Background: an optimization exercise with open tools, aiming at small area. Do not read the settings as production practice. The RTL was checked by simulation tests, not by an equivalence proof against the original design. No driver is modelled on the clock port, so clocking that relies on it looks cheaper here than on a real chip. No activity file was given, so power comes from the tool's default toggle rates.

rev 12:
## tpms_decoder
module tpms_decoder (
    input  wire        clk,
    input  wire        rst,
    input  wire        cmd_valid,
    input  wire [34:0] cmd,
    output wire        out_valid,
    output wire [31:0] rec_sensor_id,
    output wire [15:0] rec_pressure,
    output wire [15:0] rec_temperature,
    output wire [1:0]  rec_battery,
    output wire [63:0] rec_raw_bits,
    output wire [15:0] rec_raw_count
);
clock: 8.0 ns
lec_check: 0
cap_margin: 20
core_margin: 2
core_utilization: 40
slew_margin: 20
standard.sh (not shown) runs the stock make flow with config.mk's settings and CLKGATE_MAP_FILE= SYNTH_SCRIPT=/design/flow/synth_recipe.tcl, a recipe that flattens the netlist after the stock synthesis.
==> flow/flow/run.sh <==
#!/bin/bash
# The standard layout, with these changes:
# - synthesis maps the logic for area: the same ORFS synthesis script, run
#   with a copy of ORFS's scripts folder whose abc_speed.script is replaced by
#   flow/abc_area.script (registers are mapped before abc, so they are the
#   standard synthesis's);
# - each port is buffered by a sky130_fd_sc_hd__buf_1 (buffer_ports would
#   otherwise pick clkdlybuf4s50_1, a larger delay buffer);
# - the clock reaches the registers through four clkbuf_8, one per group of
#   nearby registers, inserted before clock tree synthesis (flow/pre_cts.tcl);
# - the constant outputs share the synthesis's single tie cell instead of
#   getting one tie cell each.
set -euo pipefail
here=$PWD
rm -rf "$here/synth_scripts"
cp -r "$FLOW_HOME/scripts" "$here/synth_scripts"
cp "$here/flow/abc_area.script" "$here/synth_scripts/abc_speed.script"
export BUFFER_PORTS_ARGS="-buffer_cell sky130_fd_sc_hd__buf_1"
export PRE_CTS_TCL="$here/flow/pre_cts.tcl"
export CTS_ARGS="-clk_nets clk -dont_use_dummy_load -buf_list sky130_fd_sc_hd__clkbuf_8"
export SKIP_REPAIR_TIE_FANOUT=1
bash standard.sh SCRIPTS_DIR="$here/synth_scripts" synth > standard_synth.log 2>&1
bash standard.sh > standard.log 2>&1
==> flow/flow/pre_cts.tcl <==
# Clock distribution: the registers are split into four groups of nearly
# equal size (halves by x, then each half by y), and each group is driven by
# one clock buffer placed at the group's centroid. The clock port then feeds
# only these four buffers. The clock tree synthesis that follows is limited
# to the port net, so it adds nothing.
set clkbuf sky130_fd_sc_hd__clkbuf_8
set block [ord::get_db_block]
set dbu [$block getDbUnitsPerMicron]

set sinks {}
foreach pin [get_pins -of_objects [get_nets clk]] {
  set inst [sta::sta_to_db_inst [$pin instance]]
  set loc [$inst getLocation]
  lappend sinks [list [lindex $loc 0] [lindex $loc 1] $pin]
}

proc halves {items idx} {
  set s [lsort -integer -index $idx $items]
  set h [expr {[llength $s] / 2}]
  return [list [lrange $s 0 [expr {$h - 1}]] [lrange $s $h end]]
}

set groups {}
foreach half [halves $sinks 0] {
  foreach q [halves $half 1] {
    lappend groups $q
  }
}

set k 0
foreach g $groups {
  set sx 0
  set sy 0
  set pins {}
  foreach s $g {
    set sx [expr {$sx + [lindex $s 0]}]
    set sy [expr {$sy + [lindex $s 1]}]
    lappend pins [lindex $s 2]
  }
  set n [llength $g]
  set x [expr {double($sx) / $n / $dbu}]
  set y [expr {double($sy) / $n / $dbu}]
  puts "pre_cts: clock buffer $k drives $n registers, at $x $y"
  insert_buffer -buffer_cell $clkbuf -net clk -load_pins $pins -location [list $x $y] \
    -buffer_name clkbuf_q$k -net_name clk_q$k
  incr k
}
Other scripts of this flow, unchanged in this note and not shown: flow/flow/abc_area.script
Changes in rev 13 relative to rev 12:
diff --git a/flow/flow/run.sh b/flow/flow/run.sh
--- a/flow/flow/run.sh
+++ b/flow/flow/run.sh
@@ -8,3 +8,3 @@
 #   otherwise pick clkdlybuf4s50_1, a larger delay buffer);
-# - the clock reaches the registers through four clkbuf_8, one per group of
+# - the clock reaches the registers through four clkbuf_16, one per group of
 #   nearby registers, inserted before clock tree synthesis (flow/pre_cts.tcl);
@@ -19,3 +19,3 @@
 export PRE_CTS_TCL="$here/flow/pre_cts.tcl"
-export CTS_ARGS="-clk_nets clk -dont_use_dummy_load -buf_list sky130_fd_sc_hd__clkbuf_8"
+export CTS_ARGS="-clk_nets clk -dont_use_dummy_load -buf_list sky130_fd_sc_hd__clkbuf_16"
 export SKIP_REPAIR_TIE_FANOUT=1
diff --git a/flow/flow/pre_cts.tcl b/flow/flow/pre_cts.tcl
--- a/flow/flow/pre_cts.tcl
+++ b/flow/flow/pre_cts.tcl
@@ -2,6 +2,6 @@
 # equal size (halves by x, then each half by y), and each group is driven by
-# one clock buffer placed at the group's centroid. The clock port then feeds
+# one clkbuf_16 placed at the group's centroid. The clock port then feeds
 # only these four buffers. The clock tree synthesis that follows is limited
 # to the port net, so it adds nothing.
-set clkbuf sky130_fd_sc_hd__clkbuf_8
+set clkbuf sky130_fd_sc_hd__clkbuf_16
 set block [ord::get_db_block]
Rev 12 has a higher hold slack than rev 13.
As far as synthesized-area fraction occupied by adder cells goes, rev 12 and rev 13 are indistinguishable; the numbers are identical.
Fraction of power consumed by combinational cells: rev 13 vs rev 12 down 0.3 points
The final reports for rev 13 and rev 12 show final critical-path setup slack higher in the former.
Rev 12 → rev 13: layout overhead on the synthesized area increased 1.2 points, total of fill cells in the finished design went down.
From rev 12 to rev 13 the numbers moved as follows: via density per instance went up; fraction of power consumed by the clock network went up.
Any difference in number of global-route vias before repair between rev 12 and rev 13 is small enough to ignore.
Core utilization, rev 13 and rev 12, higher one = rev 13.
The first-iteration DRC count of rev 13 exceeds that of rev 12 by 36%.

---

## job 794
The RTL this note starts from:
==> flow/design.v <==
module tpms_decoder (
    input  wire        clk,
    input  wire        rst,
    input  wire        cmd_valid,
    input  wire [34:0] cmd,
    output wire        out_valid,
    output wire [31:0] rec_sensor_id,
    output wire [15:0] rec_pressure,
    output wire [15:0] rec_temperature,
    output wire [1:0]  rec_battery,
    output wire [63:0] rec_raw_bits,
    output wire [15:0] rec_raw_count
);
    reg        live;        
    reg        act;         
    reg        phase;       
    reg [6:0]  cnt;         
    reg [59:0] acc_n;       
    reg [7:0]  crc;
    reg        vld;
    wire [1:0]  op    = cmd[34:33];
    wire        level = cmd[32];
    wire [31:0] d     = cmd[31:0];
    wire        opnd0 = (cmd[32:0] == 33'd0);
    wire feed  = cmd_valid & (op == 2'b00);
    wire alloc = cmd_valid & (op == 2'b10) & opnd0;
    wire rstc  = cmd_valid & (op == 2'b01) & opnd0;
    wire freec = cmd_valid & (op == 2'b11) & opnd0;
    wire dsm  = (d[31:10] == 22'd0);
    wire [9:0] dl = d[9:0];
    wire w_short = dsm & (dl >= 10'd63)  & (dl <= 10'd183);
    wire w_long  = dsm & (dl >= 10'd184) & (dl <= 10'd304);
    wire w_start = dsm & (dl >= 10'd428) & (dl <= 10'd548);
    wire b      = ~acc_n[0];
    wire e      = b ^ phase;                  
    wire ok     = (level == e) & (w_short | (w_long & ~phase));
    wire shift  = phase | ~w_short;           
    wire bitv   = ~level;
    wire pre    = (cnt[6:3] == 4'd0);
    wire last   = cnt[6] & cnt[1] & cnt[0];    
    wire kill   = ~ok | (shift & pre & ~level) | (shift & last);
    wire       in_c     = (cnt[6:3] == 4'd1);
    wire       fb       = crc[7] & ~pre;
    wire [7:0] crc_step = {crc[6:0], 1'b0} ^ {5'b0, fb, fb, fb} ^
                          (in_c ? {bitv, 2'b00, bitv, bitv, 3'b000} : {7'b0, bitv});
    wire       crc_ok   = (crc_step == 8'd0);
    always @(posedge clk) begin
        if (feed & shift) begin
            acc_n <= {acc_n[58:0], level};
            crc <= crc_step;
        end
        if (rst) begin
            live <= 1'b0;
            vld  <= 1'b0;
        end else begin
            if (alloc)
                live <= 1'b1;
            else if (freec)
                live <= 1'b0;
            vld <= feed & live & act & ok & shift & last & crc_ok;
        end
        if (alloc | rstc)
            act <= 1'b0;
        else if (feed)
            act <= act ? ~kill : (level & w_start);
        if (!act) begin
            phase <= 1'b0;
            cnt   <= 7'd0;
        end else if (feed) begin
            phase <= ~phase & w_short;
            if (shift)
                cnt <= cnt + 7'd1;
        end
    end
    wire [59:0] f = ~acc_n & {60{vld}};
    wire [15:0] t = {8'h00, f[7:0]} - 16'd50;
    assign out_valid       = vld;
    assign rec_sensor_id   = {8'h00, f[41:18]};
    assign rec_pressure    = {7'h00, f[17:9]};
    assign rec_temperature = t & {16{vld}};
    assign rec_battery     = {vld, 1'b0};
    assign rec_raw_bits    = {4'h0, f};
    assign rec_raw_count   = {10'd0, vld, vld, vld, vld, 2'b00};
endmodule
clock: 8.0 ns
lec_check: 0
cap_margin: 20
core_margin: 2
core_utilization: 40
slew_margin: 20
==> flow/flow/run.sh <==
#!/bin/bash
# The standard layout, with two changes:
# - each port is buffered by a sky130_fd_sc_hd__buf_1 (buffer_ports would
#   otherwise pick clkdlybuf4s50_1, a larger delay buffer);
# - clock tree synthesis without dummy loads, with clkbuf_8 buffers.
set -euo pipefail
export BUFFER_PORTS_ARGS="-buffer_cell sky130_fd_sc_hd__buf_1"
export CTS_ARGS="-sink_clustering_enable -repair_clock_nets -dont_use_dummy_load -buf_list sky130_fd_sc_hd__clkbuf_8"
bash standard.sh > standard.log 2>&1
The final layout from job 794, which completed every stage, passed the timing, design-rule and antenna checks at the end of the flow.
Relative to job 794, the following input files were edited for job 1397:
==> flow/run.sh (new file) <==
#!/bin/bash
# synth_recipe.tcl (not shown) runs the flow's synth.tcl, then flattens the netlist and writes it again
# the make line also repeats each setting of config.mk as NAME=value (left out here)
make -C /OpenROAD-flow-scripts/flow DESIGN_CONFIG=/design/flow/config.mk WORK_HOME=/design/flow/orfs CLKGATE_MAP_FILE= SYNTH_SCRIPT=/design/flow/synth_recipe.tcl finish
removed: flow/flow/run.sh
removed: flow/standard.sh
### Flow results
- Job 1397 finished all stages; the layout is clean.
- In job 1397, the data arrival time of the critical path came out 0.41 ns above the value in job 794.
- Compared with job 794, job 1397 shows a power that is 16% higher.
- The detailed placement HPWL of job 1397 was inferior to that of job 794.
- When job 1397 is set beside job 794, its routed wire length turns out to be 840 um larger.
- Looking at actual slew at the worst max-slew pin, job 1397 sits above job 794.
- Job 794 reports its most common library cell in the layout ignoring fill and taps as sky130_fd_sc_hd__buf_1 while job 1397 reports sky130_fd_sc_hd__clkdlybuf4s50_1.
The following lists how job 6267 was set up differently from job 1397:
==> flow/flow/run.sh (new file) <==
#!/bin/bash
# The standard layout, with two changes:
# - each port is buffered by a sky130_fd_sc_hd__buf_1 (buffer_ports would
#   otherwise pick clkdlybuf4s50_1, a larger delay buffer);
# - clock tree synthesis without dummy loads, with large sink clusters.
set -euo pipefail
export BUFFER_PORTS_ARGS="-buffer_cell sky130_fd_sc_hd__buf_1"
export CTS_ARGS="-sink_clustering_enable -repair_clock_nets -dont_use_dummy_load -buf_list sky130_fd_sc_hd__clkbuf_16 -sink_clustering_size 100 -sink_clustering_max_diameter 500"
bash standard.sh > standard.log 2>&1
==> flow/standard.sh (new file) <==
#!/bin/bash
# synth_recipe.tcl (not shown) runs the flow's synth.tcl, then flattens the netlist and writes it again
# the make line also repeats each setting of config.mk as NAME=value (left out here)
make -C /OpenROAD-flow-scripts/flow DESIGN_CONFIG=/design/flow/config.mk WORK_HOME=/design/flow/orfs CLKGATE_MAP_FILE= SYNTH_SCRIPT=/design/flow/synth_recipe.tcl "${@:-finish}"
removed: flow/run.sh
## What came out
- Summary of the comparison: met2 wire length is lower in job 6267, relative to job 1397.
- Smallest setup slack after layout: job 6267 better than job 1397
- Core box area: job 1397 vs job 6267 identical

static timing again, ports no longer ideal:
The flow's constraints put no driver on any port. The routed layouts listed below were extracted and timed again, unchanged, in two steps.
Step 1 assumes that a clkbuf_16 drives the clock port and a buf_2 every other input.
Step 2 also shifts input and output timing later by t, the mid clock arrival at the registers, as if the neighbouring blocks saw the same clock.
Slacks: ideal ports / drivers / drivers and shift; pairs: ideal ports / drivers.
run | t, ns | setup WS [ns] | hold WS [ns] | worst setup path after step 2 | slew at the worst register clock pin (ns)
rev 12 | 0.230 | 3.417 / 3.353 / 3.583 | 0.463 / 0.462 / 0.462 | register to output | 0.12 / 0.12
rev 13 | 0.224 | 3.445 / 3.365 / 3.589 | 0.454 / 0.454 / 0.454 | register to output | 0.08 / 0.08
job 794 | 0.358 | 3.488 / 3.458 / 3.816 | 0.443 / 0.443 / 0.443 | register to output | 0.09 / 0.09
job 1397 | 0.371 | 3.080 / 3.050 / 3.422 | 0.453 / 0.453 / 0.453 | register to output | 0.08 / 0.08
job 6267 | 0.353 | 3.514 / 3.480 / 3.832 | 0.447 / 0.447 / 0.447 | register to output | 0.06 / 0.06
After both steps setup and hold are still met in every run listed.
